Source: an optimization exercise on an open RTL-to-GDS flow (aim: small area). Production flows keep margins and buffers that such runs may drop. Only simulation tests tie the RTL to the original design; equivalence was not proved. No driver is modelled on the clock port, so clock power and skew are understated where the tree is cut down; a real chip needs a root buffer or a tree. Power figures rest on the tool's default switching activity, not on a simulated workload.

==> inputs of 02-24 <==
==> flow/design.v (excerpt) <==
module mpc_codec (
    input  wire       clk,
    input  wire       rst,           
    input  wire [1:0] d_op,          
    input  wire [7:0] d_data,        
    output wire [1:0] d_cnt,         
    output wire [7:0] d_char0,
    output wire [7:0] d_char1,
    output wire [1:0] d_fault,       
    output wire       d_query,
    input  wire [1:0] e_op,          
    input  wire [7:0] e_char,
    output wire [1:0] e_cnt,         
    output wire [7:0] e_byte0,
    output wire [7:0] e_byte1,
    output wire [7:0] e_byte2,
    output wire       e_fault,       
    output wire [2:0] s_ustate,
    output wire [7:0] s_buf2,
    output wire       s_packing,
    output wire       s_pend_valid,
    output wire [7:0] s_pend
);
    localparam [2:0] ST_IDLE   = 3'd0;    
    localparam [2:0] ST_LIT1   = 3'd1;    
    localparam [2:0] ST_LIT1B2 = 3'd2;    
    localparam [2:0] ST_LIT2   = 3'd3;    
    localparam [2:0] ST_CMD    = 3'd4;    
  ...
Settings: LEC_CHECK=0, ABC_AREA=1, CAP_MARGIN=20, CORE_MARGIN=2, CORE_UTILIZATION=40, SLEW_MARGIN=20; clock period 10.0 ns.
standard.sh (not shown) runs the stock make flow with config.mk's settings and CLKGATE_MAP_FILE= SYNTH_SCRIPT=/design/flow/synth_recipe.tcl, a recipe that flattens the netlist after the stock synthesis.
==> flow/flow/run.sh <==
#!/bin/bash
# Own layout flow: the standard synthesis, then the combinational logic
# re-mapped with a stronger ABC script (registers kept by name and cell type),
# then the standard layout with the smallest buffer on the ports.
set -euo pipefail
W=$PWD
R=$W/orfs/results/$FLOW_PLATFORM/mpc_codec/base
LIB=$FLOW_HOME/platforms/$FLOW_PLATFORM/lib/sky130_fd_sc_hd__tt_025C_1v80.lib

bash standard.sh synth > $W/1_standard_synth.log 2>&1
cp $R/1_2_yosys.v $W/standard_synth.v

# ABC's deep synthesis is randomised: run it with eight seeds, four at a
# time, and keep the smallest netlist
for wave in "1 2 3 4" "5 6 7 8"; do
  for s in $wave; do
    sed "s/@SEED@/$s/" $W/flow/remap.abc.in > $W/remap_$s.abc
    REMAP_LIB=$LIB REMAP_IN=$W/standard_synth.v REMAP_OUT=$W/remapped_$s.v REMAP_TOP=$FLOW_TOP \
    REMAP_ABC=$W/remap_$s.abc REMAP_STAT=$W/remap_stat_$s.txt \
      yosys -c $W/flow/remap.tcl > $W/2_remap_$s.log 2>&1 &
  done
  wait
done
best=$(for s in 1 2 3 4 5 6 7 8; do
  a=$(awk '/Chip area/ {print $NF}' $W/remap_stat_$s.txt 2>/dev/null || true)
  [[ -n "$a" ]] && echo "$a $s"
done | sort -g | head -1 | cut -d' ' -f2)
echo "remap: best seed ${best:-none}" > $W/2_remap_choice.log
if [[ -n "$best" ]]; then
  cp $W/remapped_$best.v $W/remapped.v
  cp $W/remapped.v $R/1_2_yosys.v
fi
rm -f $R/1_synth.odb
export BUFFER_PORTS_ARGS="-buffer_cell sky130_fd_sc_hd__buf_1"
export CTS_ARGS="-sink_clustering_enable -repair_clock_nets -buf_list sky130_fd_sc_hd__clkbuf_4 -sink_clustering_size 14 -sink_clustering_max_diameter 400 -dont_use_dummy_load"
bash standard.sh > $W/3_standard_layout.log 2>&1
==> flow/flow/remap.abc.in <==
strash
&get -n
&st
&deepsyn -T 30 -S @SEED@
&dch -f
&nf -R 1000
&put
==> flow/flow/remap.tcl <==
# Re-map the combinational logic of the standard synthesis netlist with a
# stronger ABC script. Registers (and tie cells) are kept as instances, so
# their names and cell types stay those of the standard synthesis.
yosys -import
set lib $::env(REMAP_LIB)
read_liberty -ignore_miss_func $lib
set keep [list sky130_fd_sc_hd__dfxtp_1 sky130_fd_sc_hd__edfxtp_1 sky130_fd_sc_hd__dfrtp_1 \
             sky130_fd_sc_hd__dfstp_1 sky130_fd_sc_hd__sdfxtp_1 sky130_fd_sc_hd__conb_1]
foreach m $keep {
  catch {setattr -mod -set keep_hierarchy 1 $m}
}
read_verilog $::env(REMAP_IN)
hierarchy -top $::env(REMAP_TOP)
flatten
# wires inside the flattened library cells
yosys rename -hide w:*.*
opt -purge
set dont {-dont_use *probe* -dont_use *lpflow*}
abc -script $::env(REMAP_ABC) -liberty $lib {*}$dont
foreach m $keep { blackbox $m }
hierarchy -top $::env(REMAP_TOP)
opt_clean -purge
splitnets
opt_clean -purge
hilomap -singleton -hicell sky130_fd_sc_hd__conb_1 HI -locell sky130_fd_sc_hd__conb_1 LO
insbuf -buf sky130_fd_sc_hd__buf_1 A X
# the check refuses names with '/' or ':'
# left out here: hide names made inside functions
tee -o $::env(REMAP_STAT) stat -top $::env(REMAP_TOP) -liberty $lib
write_verilog -noattr -nohex -nodec $::env(REMAP_OUT)
==> inputs of 09-22, as changes to 02-24 <==
==> flow/flow/run.sh (replaced) <==
#!/bin/bash
# Own layout flow: the standard synthesis, then the combinational logic
# re-mapped with a stronger ABC script (registers kept by name and cell type),
# then the standard layout with the smallest buffer on the ports.
set -euo pipefail
W=$PWD
R=$W/orfs/results/$FLOW_PLATFORM/mpc_codec/base
LIB=$FLOW_HOME/platforms/$FLOW_PLATFORM/lib/sky130_fd_sc_hd__tt_025C_1v80.lib

bash standard.sh synth > $W/1_standard_synth.log 2>&1
cp $R/1_2_yosys.v $W/standard_synth.v

REMAP_LIB=$LIB REMAP_IN=$W/standard_synth.v REMAP_OUT=$W/remapped.v REMAP_TOP=$FLOW_TOP \
REMAP_ABC=$W/flow/remap.abc REMAP_STAT=$W/remap_stat.txt \
  yosys -c $W/flow/remap.tcl > $W/2_remap.log 2>&1

cp $W/remapped.v $R/1_2_yosys.v
rm -f $R/1_synth.odb
export BUFFER_PORTS_ARGS="-buffer_cell sky130_fd_sc_hd__buf_1"
export CTS_ARGS="-sink_clustering_enable -repair_clock_nets -buf_list sky130_fd_sc_hd__clkbuf_16 -sink_clustering_size 40 -sink_clustering_max_diameter 200 -dont_use_dummy_load"
bash standard.sh > $W/3_standard_layout.log 2>&1
==> flow/flow/remap.abc (new file) <==
strash
&get -n
&st
&deepsyn -T 20
&dch -f
&nf -R 1000
&put
removed: flow/flow/remap.abc.in
==> inputs of 07-01, as changes to 02-24 <==
--- a/flow/design.v
+++ b/flow/design.v
@@ -190,11 +190,12 @@
     always @(posedge clk) begin
         draw <= d_data;
         if (ustate != ST_LIT1B2)
             bufn <= d_data[7:4];
     end
-    wire [7:0] dec_sel = dec(bufn);
+    wire [3:0] n_sel = dy ? draw[7:4] : bufn;
+    wire [7:0] dec_sel = dec(n_sel);
     assign d_cnt   = (dk == 2'd3) ? 2'd0 : dk;
     assign d_query = (dk == 2'd3);
     assign d_fault = (dk == 2'd0) ? {dx, dy} : 2'd0;
     assign d_char0 = dy ? dec(draw[3:0]) : (draw | {8{dx}});
     assign d_char1 = dx ? draw : dec_sel;
==> flow/run.sh (new file) <==
#!/bin/bash
# synth_recipe.tcl (not shown) runs the flow's synth.tcl, then flattens the netlist and writes it again
# the make line also repeats each setting of config.mk as NAME=value (left out here)
make -C /OpenROAD-flow-scripts/flow DESIGN_CONFIG=/design/flow/config.mk WORK_HOME=/design/flow/orfs CLKGATE_MAP_FILE= SYNTH_SCRIPT=/design/flow/synth_recipe.tcl finish
removed: flow/flow/run.sh
removed: flow/flow/remap.abc.in
removed: flow/flow/remap.tcl
removed: flow/standard.sh
==> impl_metrics.py <==
metrics = {
    "outcome": {
        "status": "no timing/DRC/antenna violations",
    },
    "global_routing": {
        "globalRouteMet2Util_pct": 34.5,
        "grt_pass1_wl_um": 13000,
    },
    "power": {
        "p_int_uw": 325,
        "p_comb_uw": 154,
        "switching_share_pct": 31.4,
        "p_leak_nw": 1.84,
    },
    "placed_design": {
        "dp.cells": 624,
    },
    "clock_tree": {
        "cts-root-buf": "clkbuf_8",
    },
}
Source of the figures above: 07-01

==> impl_metrics.py <==
metrics = {
    "power": {
        "p_leak_nw": 0.878,
        "p_comb_uw": 62.2,
        "switching_share_pct": 25.8,
        "p_int_uw": 285,
        "ir_drop_v": 0.000100,
    },
    "min_path": {
        "min_path_cells": 1,
        "whs_endpoint": "ustate[0]",
    },
    "global_routing": {
        "grt_pass1_wl_um": 7490,
        "antenna_found_initial": 0,
    },
    "timing": {
        "slew_viol_final": 0,
        "rsz0062_at_grt": "false",
    },
    "placed_design": {
        "gp_congestion": 0.742,
        "io_buffers": 89,
    },
    "outcome": {
        "status": "no timing/DRC/antenna violations",
    },
    "finish": {
        "largestRegisters": "draw (8), echr (8), pend (8)",
        "ff_latch_area_um2": 901,
        "nFillCells": 515,
    },
    "clock_tree": {
        "clock_latency_ns": 0.27,
        "cts-root-buf": "clkbuf_16",
    },
}
Source of the figures above: 09-22

==> impl_metrics.py <==
metrics = {
    "outcome": {
        "status": "no timing/DRC/antenna violations",
    },
    "finish": {
        "clock_cell_area_share_pct": 1.51,
        "num_antenna_cells": 0,
    },
    "power": {
        "switching_share_pct": 29.5,
        "p_comb_uw": 59.3,
        "p_int_uw": 219,
    },
    "global_routing": {
        "grt_pass1_wl_um": 8010,
        "globalRouteMet2Util_pct": 28.8,
    },
    "setup_path": {
        "rr_worst_depth": 7,
    },
    "placed_design": {
        "dp.cells": 388,
    },
    "clock_tree": {
        "cts-root-buf": "clkbuf_4",
    },
}
Source of the figures above: 02-24


==> inputs of wip/violet <==
mpc_codec again, from the RTL that the note above started with.
## mpc_codec
module mpc_codec (
    input  wire       clk,
    input  wire       rst,           
    input  wire [1:0] d_op,          
    input  wire [7:0] d_data,        
    output wire [1:0] d_cnt,         
    output wire [7:0] d_char0,
    output wire [7:0] d_char1,
    output wire [1:0] d_fault,       
    output wire       d_query,
    input  wire [1:0] e_op,          
    input  wire [7:0] e_char,
    output wire [1:0] e_cnt,         
    output wire [7:0] e_byte0,
    output wire [7:0] e_byte1,
    output wire [7:0] e_byte2,
    output wire       e_fault,       
    output wire [2:0] s_ustate,
    output wire [7:0] s_buf2,
    output wire       s_packing,
    output wire       s_pend_valid,
    output wire [7:0] s_pend
);
clock: 10.0 ns
lec_check: 0
abc_area: 1
cap_margin: 20
core_margin: 2
core_utilization: 40
slew_margin: 20
==> flow/flow/run.sh <==
#!/bin/bash
# Own layout flow: the standard synthesis, then the combinational logic
# re-mapped with a stronger ABC script (registers kept by name and cell type),
# then the standard layout with the smallest buffer on the ports and the
# clock tree's root buffer dropped.
set -euo pipefail
W=$PWD
R=$W/orfs/results/$FLOW_PLATFORM/mpc_codec/base
LIB=$FLOW_HOME/platforms/$FLOW_PLATFORM/lib/sky130_fd_sc_hd__tt_025C_1v80.lib

bash standard.sh synth > $W/1_standard_synth.log 2>&1
cp $R/1_2_yosys.v $W/standard_synth.v

# The combinational logic is re-mapped in three parts, one after the other:
# the logic in front of the decoder's outputs (after its registers), the rest
# of the decoder's logic (before its registers), then the rest (the encoder,
# which shares no logic with the decoder). ABC's deep synthesis is randomised: each part runs
# eight seeds, four at a time, and keeps the smallest result.
FF_STOP=":-sky130_fd_sc_hd__dfxtp_1[D]:-sky130_fd_sc_hd__edfxtp_1[D,DE]"
DEC_OUTS="o:d_* o:s_ustate %u o:s_buf2 %u o:s_packing %u"
run_part() {  # part first last input selection
  local part=$1 first=$2 last=$3 in=$4 sel=$5 wave s ext
  ext=il; [[ $last == 1 ]] && ext=v
  for wave in "1 2 3 4" "5 6 7 8"; do
    for s in $wave; do
      sed "s/@SEED@/$s/" $W/flow/remap.abc.in > $W/remap_${part}_$s.abc
      REMAP_FIRST=$first REMAP_LAST=$last REMAP_LIB=$LIB REMAP_IN=$in \
      REMAP_OUT=$W/part${part}_$s.$ext REMAP_TOP=$FLOW_TOP REMAP_SEL="$sel" \
      REMAP_ABC=$W/remap_${part}_$s.abc REMAP_STAT=$W/remap_stat_${part}_$s.txt \
        yosys -c $W/flow/remap_part.tcl > $W/2_remap_${part}_$s.log 2>&1 &
    done
    wait
  done
  for s in 1 2 3 4 5 6 7 8; do
    a=$(awk '/Chip area/ {print $NF}' $W/remap_stat_${part}_$s.txt 2>/dev/null || true)
    [[ -n "$a" && -s $W/part${part}_$s.$ext ]] && echo "$a $s"
  done | sort -g | head -1 | cut -d' ' -f2
}
b1=$(run_part 1 1 0 $W/standard_synth.v "$DEC_OUTS %ci*$FF_STOP")
b2=""; b3=""
[[ -n "$b1" ]] && b2=$(run_part 2 0 0 $W/part1_$b1.il "$DEC_OUTS %ci*")
[[ -n "$b2" ]] && b3=$(run_part 3 0 1 $W/part2_$b2.il "*")
echo "remap: seeds ${b1:-none} ${b2:-none} ${b3:-none}" > $W/2_remap_choice.log
if [[ -n "$b3" ]]; then
  cp $W/part3_$b3.v $W/remapped.v
  cp $W/remapped.v $R/1_2_yosys.v
fi
rm -f $R/1_synth.odb
export BUFFER_PORTS_ARGS="-buffer_cell sky130_fd_sc_hd__buf_1"
export CTS_ARGS="-sink_clustering_enable -repair_clock_nets -buf_list sky130_fd_sc_hd__clkbuf_4 -sink_clustering_size 14 -sink_clustering_max_diameter 100 -dont_use_dummy_load"
bash standard.sh cts > $W/3_standard_to_cts.log 2>&1
cp $R/4_1_cts.odb $W/cts_with_root.odb
DROP_IN=$W/cts_with_root.odb DROP_OUT=$R/4_1_cts.odb DROP_CLK=clk \
  openroad -no_init -exit $W/flow/drop_root.tcl > $W/4_drop_root.log 2>&1
cp $R/4_1_cts.odb $R/4_cts.odb
touch $R/4_cts.sdc
bash standard.sh > $W/5_standard_layout.log 2>&1
==> flow/flow/remap_part.tcl <==
# Re-map one part of the standard synthesis netlist with ABC.
# REMAP_FIRST 1: read the standard netlist (REMAP_IN, Verilog), keep registers
#   and tie cells as instances and flatten the rest into gates; otherwise read
#   the RTLIL a previous part wrote.
# Map the gates in the selection REMAP_SEL that are not mapped yet.
# REMAP_LAST 1: finish the netlist and write it as Verilog; otherwise write
#   RTLIL for the next part. Writes the mapped cell area to REMAP_STAT.
yosys -import
set lib $::env(REMAP_LIB)
set keep [list sky130_fd_sc_hd__dfxtp_1 sky130_fd_sc_hd__edfxtp_1 sky130_fd_sc_hd__dfrtp_1 \
             sky130_fd_sc_hd__dfstp_1 sky130_fd_sc_hd__sdfxtp_1 sky130_fd_sc_hd__conb_1]
set dont {-dont_use *probe* -dont_use *lpflow*}
if { $::env(REMAP_FIRST) } {
  read_liberty -ignore_miss_func $lib
  foreach m $keep {
    catch {setattr -mod -set keep_hierarchy 1 $m}
  }
  read_verilog $::env(REMAP_IN)
  hierarchy -top $::env(REMAP_TOP)
  flatten
  # wires inside the flattened library cells
  yosys rename -hide w:*.*
  opt -purge
  # the library's cells as black boxes, so that selections can follow the
  # cells ABC places through their pins
  read_liberty -lib -ignore_redef $lib
} else {
  read_rtlil $::env(REMAP_IN)
}
yosys cd $::env(REMAP_TOP)
select -set part {*}$::env(REMAP_SEL)
select -set gates @part {t:$_*} %i
abc -script $::env(REMAP_ABC) -liberty $lib {*}$dont @gates
yosys cd ..
if { $::env(REMAP_LAST) } {
  foreach m $keep { catch {blackbox $m} }
  hierarchy -top $::env(REMAP_TOP)
  opt_clean -purge
  splitnets
  opt_clean -purge
  hilomap -singleton -hicell sky130_fd_sc_hd__conb_1 HI -locell sky130_fd_sc_hd__conb_1 LO
  insbuf -buf sky130_fd_sc_hd__buf_1 A X
  # the check refuses names with '/' or ':'
# left out here: hide names made inside functions
  write_verilog -noattr -nohex -nodec $::env(REMAP_OUT)
  tee -o $::env(REMAP_STAT) stat -liberty $lib $::env(REMAP_TOP)
} else {
  opt_clean -purge
  write_rtlil $::env(REMAP_OUT)
  tee -o $::env(REMAP_STAT) stat -liberty $lib $::env(REMAP_TOP)
}
Other scripts of this flow, unchanged in this note and not shown: flow/flow/drop_root.tcl, flow/flow/remap.abc.in
==> inputs of wip/delta, as changes to wip/violet <==
--- a/flow/flow/run.sh
+++ b/flow/flow/run.sh
@@ -12,11 +12,12 @@
 cp $R/1_2_yosys.v $W/standard_synth.v
 
-# The combinational logic is re-mapped in three parts, one after the other:
+# The combinational logic is re-mapped in four parts, one after the other:
 # the logic in front of the decoder's outputs (after its registers), the rest
-# of the decoder's logic (before its registers), then the rest (the encoder,
-# which shares no logic with the decoder). ABC's deep synthesis is randomised: each part runs
+# of the decoder's logic (before its registers), the same for the encoder,
+# then anything left. ABC's deep synthesis is randomised: each part runs
 # eight seeds, four at a time, and keeps the smallest result.
 FF_STOP=":-sky130_fd_sc_hd__dfxtp_1[D]:-sky130_fd_sc_hd__edfxtp_1[D,DE]"
 DEC_OUTS="o:d_* o:s_ustate %u o:s_buf2 %u o:s_packing %u"
+ENC_OUTS="o:e_* o:s_pend %u o:s_pend_valid %u"
 run_part() {  # part first last input selection
   local part=$1 first=$2 last=$3 in=$4 sel=$5 wave s ext
@@ -38,10 +39,11 @@
 }
 b1=$(run_part 1 1 0 $W/standard_synth.v "$DEC_OUTS %ci*$FF_STOP")
-b2=""; b3=""
+b2=""; b3=""; b4=""
 [[ -n "$b1" ]] && b2=$(run_part 2 0 0 $W/part1_$b1.il "$DEC_OUTS %ci*")
-[[ -n "$b2" ]] && b3=$(run_part 3 0 1 $W/part2_$b2.il "*")
-echo "remap: seeds ${b1:-none} ${b2:-none} ${b3:-none}" > $W/2_remap_choice.log
-if [[ -n "$b3" ]]; then
-  cp $W/part3_$b3.v $W/remapped.v
+[[ -n "$b2" ]] && b3=$(run_part 3 0 0 $W/part2_$b2.il "$ENC_OUTS %ci*$FF_STOP")
+[[ -n "$b3" ]] && b4=$(run_part 4 0 1 $W/part3_$b3.il "*")
+echo "remap: seeds ${b1:-none} ${b2:-none} ${b3:-none} ${b4:-none}" > $W/2_remap_choice.log
+if [[ -n "$b4" ]]; then
+  cp $W/part4_$b4.v $W/remapped.v
   cp $W/remapped.v $R/1_2_yosys.v
 fi
--- a/flow/flow/remap_part.tcl
+++ b/flow/flow/remap_part.tcl
@@ -22,7 +22,4 @@
   yosys rename -hide w:*.*
   opt -purge
-  # the library's cells as black boxes, so that selections can follow the
-  # cells ABC places through their pins
-  read_liberty -lib -ignore_redef $lib
 } else {
   read_rtlil $::env(REMAP_IN)
==> run notes <==
- Against wip/delta, the synthesized cell count of wip/violet is smaller by 3.7%.
- Between wip/violet and wip/delta, the lower die area is in wip/violet (gap about 3%, measured against wip/delta).
- Against wip/violet, the register-to-register slack of wip/delta is higher by 0.02 ns.
- Power is about the same in wip/violet and wip/delta.
- Of wip/violet and wip/delta, wip/delta has the higher synthesized area (gap 3.3%, measured against wip/delta).
- Against wip/delta, the core utilization of wip/violet is higher by 1.5 points.

re-timing with driven ports:
Ports are ideal in the flow. The routed layouts listed here were re-timed in OpenROAD. Step 1: set_driving_cell puts a clkbuf_16 on clk and a buf_2 on each other input, an assumption about the parent block. Step 2 adds t to the input delays and takes it off the output delays; t is the mean of the earliest and latest rising clock arrival at the registers after step 1. Input paths then give back, and output paths get back, about the clock's delay inside the block. Slacks: no drivers / after step 1 / after step 2; pairs: no drivers / after step 1.
run	t (ns)	slack for setup (ns)	worst setup path at the end	latest minus earliest clock arrival (ns)	worst register clock-pin slew, ns
02-24	0.347	5.227 / 5.205 / 5.552	register to output	0.018 / 0.018	0.11 / 0.11
09-22	0.298	5.268 / 5.238 / 5.537	register to output	0.007 / 0.007	0.05 / 0.05
07-01	0.310	5.246 / 5.218 / 5.528	register to output	0.007 / 0.008	0.08 / 0.08
wip/violet	0.196	5.628 / 5.589 / 5.785	register to output	0.012 / 0.012	0.10 / 0.10
wip/delta	0.199	5.247 / 5.204 / 5.403	register to output	0.018 / 0.018	0.11 / 0.11
After both steps every run listed still meets setup and hold.
